What follows belongs to an exercise in optimizing a design on an open flow for a short achievable clock period and few clock cycles; a production flow would make more cautious choices. In this exercise RTL edits were held to simulation tests only and were not proved equivalent to the original. Power figures rest on the tool's default switching activity, not on a simulated workload.

==> run P <==
Design ict_seq, start of the top module:
module ict_seq (
    input  wire        clk,
    input  wire        rst,
    input  wire        cmd_valid,
    output wire        cmd_ready,
    input  wire [2:0]  cmd_op,
    input  wire [23:0] cmd_addr,
    input  wire [15:0] cmd_len,
    input  wire [3:0]  cmd_step,
    input  wire        cmd_wide,
    input  wire        cmd_big,
    input  wire [31:0] cmd_seed,
    input  wire [15:0] cmd_mask,
    input  wire [31:0] cmd_crc,
    output wire        bus_req_valid,
    input  wire        bus_req_ready,
    output wire        bus_req_we,
    output wire [23:0] bus_req_addr,
    output wire [15:0] bus_req_wdata,
    output wire        bus_req_wide,
    input  wire        bus_rsp_valid,
    input  wire [15:0] bus_rsp_rdata,
    output reg         res_valid,
    output reg  [1:0]  res_code,
    output reg  [31:0] res_value,
    output reg  [23:0] res_addr,
    output reg  [15:0] res_exp,
    output reg  [15:0] res_act,
    output reg  [1:0]  res_pass
);
==> flow/config.mk <==
export PLATFORM = sky130hd
export DESIGN_NAME = ict_seq
export DESIGN_NICKNAME = ict_seq
export VERILOG_FILES = /design/flow/design.v
export SDC_FILE = /design/flow/constraint.sdc
export NUM_CORES = 4
export LEC_CHECK = 0
export ABC_CLOCK_PERIOD_IN_PS = 2500
export CAP_MARGIN = 20
export CORE_MARGIN = 2
export CORE_UTILIZATION = 40
export PLACE_DENSITY = 0.6
export SLEW_MARGIN = 20
==> flow/constraint.sdc <==
create_clock -name core_clock -period 10.0 [get_ports {clk}]
set_input_delay 2.0000 -clock core_clock [delete_from_list [all_inputs] [get_ports {clk}]]
set_output_delay 2.0000 -clock core_clock [all_outputs]
set_load 0.01 [all_outputs]
standard.sh (not shown) runs the stock make flow with config.mk's settings and CLKGATE_MAP_FILE= SYNTH_SCRIPT=/design/flow/synth_recipe.tcl, a recipe that flattens the netlist after the stock synthesis.
==> flow/flow/run.sh <==
#!/bin/bash
# The standard layout (the standard.sh: standard synthesis, floorplan,
# placement, CTS, routing) with a larger setup margin for ORFS's timing
# repair, so that repair keeps improving paths well past the 10 ns the
# constraints ask for. The SDC, clock period and everything else are the standard flow's.
set -euo pipefail
bash standard.sh SETUP_SLACK_MARGIN=7 finish > standard_make.log 2>&1
==> inputs of run X, as changes to run P <==
--- a/flow/design.v
+++ b/flow/design.v
@@ -161,22 +161,24 @@
     reg  [4:0]  stride;
     reg  [15:0] wm;         
     reg  [15:0] cm;         
     reg  [15:0] fillv;      
     reg         is_crc, is_chk, is_march, is_addr, is_fill, is_op7, n0, n1;
     assign cmd_ready    = cmd_rdy;
-    assign bus_req_wide = wide;
+    reg         o_wide;     
+    assign bus_req_wide = o_wide;
     wire accept = cmd_valid & cmd_rdy;
     wire fast_op = (cmd_op == OP_ROMCRC) || (cmd_op == OP_ROMCHK) || (cmd_op == OP_ROMRAW) ||
                    (cmd_op == OP_RAMREAD) || (cmd_op == OP_RAMFILL);
     always @(posedge clk) begin
         if (rst)
-            wide <= 1'b0;
+            o_wide <= 1'b1;
         else if (~busy)
-            wide <= cmd_wide;
+            o_wide <= cmd_wide;
         if (~busy) begin
+            wide     <= cmd_wide;
             is_crc   <= (cmd_op == OP_ROMCRC) || (cmd_op == OP_ROMCHK);
             is_chk   <= (cmd_op == OP_ROMCHK);
             is_march <= (cmd_op == OP_RAMMARCH);
             is_addr  <= (cmd_op == OP_RAMADDR);
             is_fill  <= (cmd_op == OP_RAMFILL);
             is_op7   <= (cmd_op == 3'd7);
@@ -197,23 +199,25 @@
     wire chk_rd = is_crc || is_cmp;         
     reg         gpend;      
     reg  [2:0]  icnt;       
     reg  [15:0] nm1;        
     reg  [15:0] hm;         
     reg  [23:0] sps;        
+    reg  [23:0] sp2s;       
     wire [15:0] hm_w;
     genvar gi;
     generate
         for (gi = 0; gi < 16; gi = gi + 1) begin : g_hm
             assign hm_w[gi] = |(nm1 >> gi);
         end
     endgenerate
     always @(posedge clk) begin
         nm1 <= len - 16'd1;
         hm  <= hm_w;
-        sps <= start + {19'd0, stride};
+        sps  <= start + {19'd0, stride};
+        sp2s <= start + {18'd0, stride, 1'b0};
     end
     reg         g_valid;
     reg         g_done;     
     reg         g_we;
     reg  [23:0] g_addr;
     reg         g_bar;      
@@ -227,12 +231,22 @@
     reg  [4:0]  q_t, j_t;
     reg  [23:0] qn_off, qn_addr;    
     reg  [15:0] q_h;                
     reg  [23:0] j_addr;             
     reg  [23:0] jn_off, jn_addr;    
     reg  [15:0] j_h;
+    reg  [23:0] qs1, qs2, js1, js2;
+    reg  [1:0]  q_chg, j_chg;
+    wire [23:0] q_sum = q_chg[1] ? sp2s : q_chg[0] ? qs2 : qs1;
+    wire [23:0] j_sum = j_chg[1] ? sp2s : j_chg[0] ? js2 : js1;
+    always @(posedge clk) begin
+        qs1 <= start + (qn_off << 1);
+        qs2 <= start + (qn_off << 2);
+        js1 <= start + (jn_off << 1);
+        js2 <= start + (jn_off << 2);
+    end
     reg  [31:0]  r_out;
     reg  [48:0]  r_c;       
     reg  [63:0]  r_b;
     reg  [127:0] r_a;
     reg  [31:0]  i_out;
     reg  [48:0]  i_c;
@@ -286,37 +300,51 @@
     reg            cv_q;            
     reg  [15:0]    rdx_q;           
     reg  [31:0]    crc;
     reg  [23:0]    st_addr;         
     reg  [15:0]    st_exp, st_act;
     reg  [1:0]     st_pass;
-    wire g_blk = mm_q | killed | (g_bar & (unchk != 5'd0)) | (~g_we & cnt[FAW]);
+    reg  o_pend, g_staged;
+    wire o_ld  = ~ov | bus_req_ready;
+    wire g_blk = mm_q | killed | o_pend | (g_bar & (unchk != 5'd0)) | (~g_we & cnt[FAW]);
     wire xfer  = g_valid & ~sv & ~g_blk;
+    wire stage = g_valid & g_bar & ~g_staged & ~sv & ~o_pend & ~mm_q & ~killed &
+                 (unchk != 5'd0) & o_ld;
+    wire g_adv = xfer | (g_staged & ~mm_q);
     wire push  = xfer & ~g_we;
-    wire o_ld  = ~ov | bus_req_ready;
+    wire rel_ok;
     wire gstart = busy & gpend & ~n0 &
                   ((is_march & (icnt == 3'd5)) | (is_addr & (icnt == 3'd2)));
     always @(posedge clk) begin
         if (rst)
             {o_we, o_addr, o_wd} <= 41'd0;
-        else if (o_ld)
+        else if (o_ld & ~o_pend)
             {o_we, o_addr, o_wd} <= sv ? {s_we, s_addr, s_wd} : {g_we, g_addr, g_wd};
         if (~sv) begin
             s_we   <= g_we;
             s_addr <= g_addr;
             s_wd   <= g_wd;
         end
         if (rst) begin
-            ov <= 1'b0;
-            sv <= 1'b0;
+            ov       <= 1'b0;
+            sv       <= 1'b0;
+            o_pend   <= 1'b0;
+            g_staged <= 1'b0;
         end else begin
-            if (o_ld) ov <= sv | xfer;
+            g_staged <= stage;
+            if (o_ld) ov <= sv | xfer | (o_pend & rel_ok);
             sv <= sv ? ~o_ld : (xfer & ~o_ld);
+            if (mm_q | (o_pend & rel_ok))
+                o_pend <= 1'b0;
+            else if (stage)
+                o_pend <= 1'b1;
         end
     end
     always @(posedge clk) begin
+        q_chg <= 2'd0;
+        j_chg <= 2'd0;
         if (~busy) begin
             g_addr <= cmd_addr;
             g_we   <= (cmd_op == OP_RAMFILL) || (cmd_op == OP_RAMMARCH) || (cmd_op == OP_RAMADDR);
             g_bar  <= 1'b0;
             g_inv  <= 1'b0;
             g_wm   <= 1'b0;
@@ -327,43 +355,47 @@
             asub   <= A_CLR;
             q_t    <= 5'd0;
         end else if (gstart) begin
             qn_off  <= {19'd0, stride};
             qn_addr <= sps;
             q_h     <= hm;
-        end else if (xfer && !g_last) begin
+            q_chg   <= 2'd2;
+        end else if (g_adv && !g_last) begin
             g_bar <= 1'b0;
             if (is_addr) begin
                 case (asub)
                 A_CLR: begin
                     if (q_last) begin
                         asub    <= A_SETJ;
                         g_addr  <= start;
                         g_wm    <= 1'b1;
                         j_t     <= 5'd0;
                         j_addr  <= start;
                         jn_off  <= {19'd0, stride};
                         jn_addr <= sps;
+                        j_chg   <= 2'd2;
                         j_h     <= hm;
                     end else begin
                         g_addr  <= qn_addr;
                         q_t     <= q_t + 5'd1;
                         qn_off  <= qn_off << 1;
-                        qn_addr <= start + (qn_off << 1);
+                        qn_addr <= q_sum;
+                        q_chg   <= 2'd1;
                         q_h     <= q_h >> 1;
                     end
                 end
                 A_SETJ: begin
                     asub    <= A_RDQ;
                     g_we    <= 1'b0;
                     g_addr  <= start;
                     g_em    <= (j_t == 5'd0);
                     q_t     <= 5'd0;
                     qn_off  <= {19'd0, stride};
                     qn_addr <= sps;
                     q_h     <= hm;
+                    q_chg   <= 2'd2;
                 end
                 A_RDQ: begin
                     if (q_last) begin
                         asub   <= A_CLRJ;
                         g_we   <= 1'b1;
                         g_wm   <= 1'b0;
@@ -371,24 +403,26 @@
                         g_addr <= j_addr;
                     end else begin
                         g_addr  <= qn_addr;
                         g_em    <= (q_t + 5'd1 == j_t);
                         q_t     <= q_t + 5'd1;
                         qn_off  <= qn_off << 1;
-                        qn_addr <= start + (qn_off << 1);
+                        qn_addr <= q_sum;
+                        q_chg   <= 2'd1;
                         q_h     <= q_h >> 1;
                     end
                 end
                 default: begin  
                     asub    <= A_SETJ;
                     g_wm    <= 1'b1;
                     g_addr  <= jn_addr;
                     j_t     <= j_t + 5'd1;
                     j_addr  <= jn_addr;
                     jn_off  <= jn_off << 1;
-                    jn_addr <= start + (jn_off << 1);
+                    jn_addr <= j_sum;
+                    j_chg   <= 2'd1;
                     j_h     <= j_h >> 1;
                 end
                 endcase
             end else if (!lh) begin
                 g_addr <= g_addr + {19'd0, stride};
                 rem    <= rem - 16'd1;
@@ -424,13 +458,13 @@
             g_valid <= accept & fast_op & (cmd_len != 16'd0);
             g_done  <= 1'b0;
         end else if (gstart) begin
             g_valid <= 1'b1;
         end else if (mm_q) begin
             g_valid <= 1'b0;
-        end else if (xfer && g_last) begin
+        end else if (g_adv && g_last) begin
             g_valid <= 1'b0;
             g_done  <= 1'b1;
         end
     end
     wire [41:0] head    = fq[rp];
     wire        pop     = bus_rsp_valid;
@@ -438,13 +472,15 @@
     wire        proc    = pop & ~disc_nz & ~killed & ~mm_q;
     wire [15:0] actm    = bus_rsp_rdata & cm;
     wire        mis     = (actm != head[39:24]);
     wire [15:0] rd_w  = bus_rsp_rdata & wm;
     wire [31:0] crc_1 = crc_byte(crc, rdx_q[15:8]);
     wire [31:0] crc_2 = crc_byte(crc_1, rdx_q[7:0]);
-    wire all_acc  = g_done & ~sv & o_ld;
+    wire all_acc  = g_done & ~sv & ~o_pend & o_ld;
+    assign rel_ok = ~killed & ~mm_q &
+                    ((unchk == 5'd0) | ((unchk == 5'd1) & proc & ~(is_cmp & mis)));
     wire fin_ok   = busy & all_acc & (unchk == 5'd0) & ~mm_q & ~killed & ~cv_q;
     wire fin_kill = busy & (killed | mm_q) & ~sv & o_ld;
     wire fin_imm  = busy & gpend & (is_op7 | n0);
     wire fin      = fin_ok | fin_kill | fin_imm;
     wire crc_bad  = (~crc != crc_exp);
     always @(posedge clk) begin
==> summary of the runs <==
Between run P and run X, the lower power is in run P (gap about 4.6%, measured against run X).
In run X the worst hold slack is better than in run P, by 4.3 ps.
Run X ran to the end with no violations. Run P completed with no timing, DRC or antenna violations.
In run P the final area is lower than in run X, by about 4.7%.
Between run P and run X, the lower count of clock-buffer cells in the layout is in run P (gap 22).
In run X the via count is higher than in run P, by 6.7%.
Wire length: run X is higher than run P (6.4%).
Against run P, the sequential power of run X is higher by about 6%.
Against run X, the die area of run P is lower by about 6%.
Between run P and run X, the lower worst setup slack is in run P (gap 19 ps).
Testbench counts of run P, summed over its fixed seeds: cycles 220,051.
Testbench counts of run X, summed over its fixed seeds: cycles 219,370.

re-timing with driven ports:
How much do the figures lean on ideal ports? The routed layouts below were timed once more, with nothing changed but the port constraints. Step 1 sets driving cells, clkbuf_16 on the clock port and buf_2 on the other inputs (assumed; they add their load-dependent delay and slew). Step 2, shift: input delay + t, output delay - t, t = (earliest + latest rising clock arrival at the registers) / 2. This alone moves slack from input paths to output paths. Three values: ideal, step 1, step 2; two values: the first two.
| run | shift t [ns] | slack for setup (ns) | hold WS [ns] | worst slew at a driven data input, ns |
|---|---|---|---|---|
| run P | 0.897 | 6.621 / 6.531 / 6.041 | 0.361 / 0.361 / 0.361 | 0.19 |
| run X | 0.909 | 6.640 / 6.552 / 6.074 | 0.365 / 0.365 / 0.365 | 0.21 |
After both steps setup and hold are still met in every run listed. The setup slack of run P, which loses most, moves by -0.090 ns with the drivers and by -0.580 ns with both steps.
